What follows belongs to an exercise in optimizing a design on an open flow for small area, a short achievable clock period and few clock cycles per item; a production flow would make more cautious choices. In this exercise RTL edits were held to simulation tests only and were not proved equivalent to the original. Power is estimated from default activity; no workload was simulated.

// gr_codec
module gr_codec (
    input  wire        clk,
    input  wire        rst,
    input  wire        enc_in_valid,
    output wire        enc_in_ready,
    input  wire        enc_in_eos,
    input  wire [7:0]  enc_in_rank,
    output wire        enc_out_valid,
    input  wire        enc_out_ready,
    output wire [31:0] enc_out_word,
    output wire        enc_out_last,
    input  wire        dec_in_valid,
    output wire        dec_in_ready,
    input  wire [31:0] dec_in_word,
    output wire        dec_out_valid,
    input  wire        dec_out_ready,
    output wire [7:0]  dec_out_rank,
    output wire        dec_out_eos
);
    gr_encoder u_enc (
        .clk       (clk),
        .rst       (rst),
        .in_valid  (enc_in_valid),
        .in_ready  (enc_in_ready),
        .in_eos    (enc_in_eos),
        .in_rank   (enc_in_rank),
        .out_valid (enc_out_valid),
        .out_ready (enc_out_ready),
        .out_word  (enc_out_word),
        .out_last  (enc_out_last)
    );
    gr_decoder u_dec (
        .clk       (clk),
        .rst       (rst),
        .in_valid  (dec_in_valid),
        .in_ready  (dec_in_ready),
        .in_word   (dec_in_word),
        .out_valid (dec_out_valid),
  ...
Size in the first run: roughly 260 flip-flops, about 93 I/O pins, about 19000 um2 of cells after synthesis.
make LEC_CHECK=0 ABC_AREA=1 CAP_MARGIN=20 CORE_MARGIN=2 CORE_UTILIZATION=40 CTS_BUF_LIST='sky130_fd_sc_hd__clkbuf_8 sky130_fd_sc_hd__clkbuf_16' CTS_CLUSTER_SIZE=16 PLACE_DENSITY=0.6 SETUP_SLACK_MARGIN=5 SLEW_MARGIN=20 finish   # period 10.0 ns
run.sh (not shown) runs the stock make flow with config.mk's settings and CLKGATE_MAP_FILE= SYNTH_SCRIPT=/design/flow/synth_recipe.tcl, a recipe that flattens the netlist after the stock synthesis.
Testbench counts at the start, summed over its fixed seeds: cycles 66,370, items 62,376.
Rerun with:
CORE_UTILIZATION = 55   (was 40)
CTS_BUF_LIST = sky130_fd_sc_hd__clkbuf_8   (was sky130_fd_sc_hd__clkbuf_8 sky130_fd_sc_hd__clkbuf_16)
CTS_CLUSTER_SIZE = 24   (was 16)
PLACE_DENSITY = 0.7   (was 0.6)
The new run finished clean.
Clock power is about the same.
Utilization climbs by 17 points.
Routed wire length came out lower by 3.9%.
Setup slack degrades by 0.14 ns.

== run 1 ==
gr_codec again, from the RTL that the note above started with.
make LEC_CHECK=0 CAP_MARGIN=20 CORE_MARGIN=2 CORE_UTILIZATION=40 CTS_BUF_LIST=sky130_fd_sc_hd__clkbuf_8 CTS_CLUSTER_SIZE=24 PLACE_DENSITY=0.6 SETUP_SLACK_MARGIN=5 SLEW_MARGIN=20 finish   # period 10.0 ns
Testbench counts of run 1, summed over its fixed seeds: cycles 66,370, items 62,376.
> inputs changed (run 1 -> run 2)
-- flow/config.mk --
<<< run 1, line 8
>>> run 2, line 8
export ABC_AREA = 1
<<< run 1, line 11
export CTS_BUF_LIST = sky130_fd_sc_hd__clkbuf_8
>>> run 2, line 12
export CTS_BUF_LIST = sky130_fd_sc_hd__clkbuf_4
## What came out
Compared with run 1, run 2 shows a lower final non-filler cell area.
[compare] base=run 1 new=run 2: worst setup slack -72 ps; buffer share of cell area -1.9 points.
> inputs changed (run 2 -> run 3)
-- flow/config.mk --
<<< run 2, line 12
export CTS_BUF_LIST = sky130_fd_sc_hd__clkbuf_4
>>> run 3, line 12
export CTS_BUF_LIST = sky130_fd_sc_hd__clkbuf_8
==> comparison <==
- Run 3 finished every stage and its layout cleared the timing, DRC and antenna checks.
- Going from run 2 to run 3, internal power shrinks by 0.000062 W.
- Share of layout cells above drive strength 1 for run 3: 1.7 points down relative to run 2
- When the final numbers for run 3 and run 2 were put side by side, the power share of the clock group turned out to be smaller in run 3.
### run 3 -> run 4
-- flow/config.mk --
<<< run 3, line 13
export CTS_CLUSTER_SIZE = 24
>>> run 4, line 13
export CTS_CLUSTER_SIZE = 32
Results
Delta (run 4 minus run 3): number of flops mapped to enable cells by yosys roughly the same; largest fanout of any net on the critical path did not really move; met2 layer usage reported by global route roughly the same.

## afterwards: timing with drivers on the ports
The flow's constraints put no driver on any port. The routed layouts listed below were extracted and timed again, unchanged, in two steps.
Step 1, drivers: a clkbuf_16 drives clk and a buf_2 each remaining input, both assumed.
Step 2 times the ports against the registers' clock, not the clock port: input delays grow and output delays shrink by t, the midpoint of the rising clock arrivals with the driver on.
Slacks: ideal / step 1 / step 2; pairs: ideal / step 1.
run	t (ns)	slack for setup (ns)	hold WS [ns]	latest minus earliest clock arrival (ns)	worst slew at a driven data input, ns
the first run of note 1	0.621	5.131 / 5.071 / 4.756	0.460 / 0.460 / 0.460	0.031 / 0.031	0.06
the second run of note 1	0.648	4.995 / 4.947 / 4.794	0.460 / 0.460 / 0.460	0.022 / 0.022	0.08
run 1	0.672	5.081 / 5.060 / 4.663	0.457 / 0.457 / 0.457	0.046 / 0.046	0.04
run 2	0.831	5.008 / 4.953 / 4.602	0.461 / 0.461 / 0.461	0.076 / 0.075	0.06
run 3	0.660	5.119 / 5.066 / 4.629	0.462 / 0.462 / 0.462	0.034 / 0.034	0.06
run 4	0.660	5.119 / 5.066 / 4.629	0.462 / 0.462 / 0.462	0.034 / 0.034	0.06
After both steps every run listed still meets setup and hold.
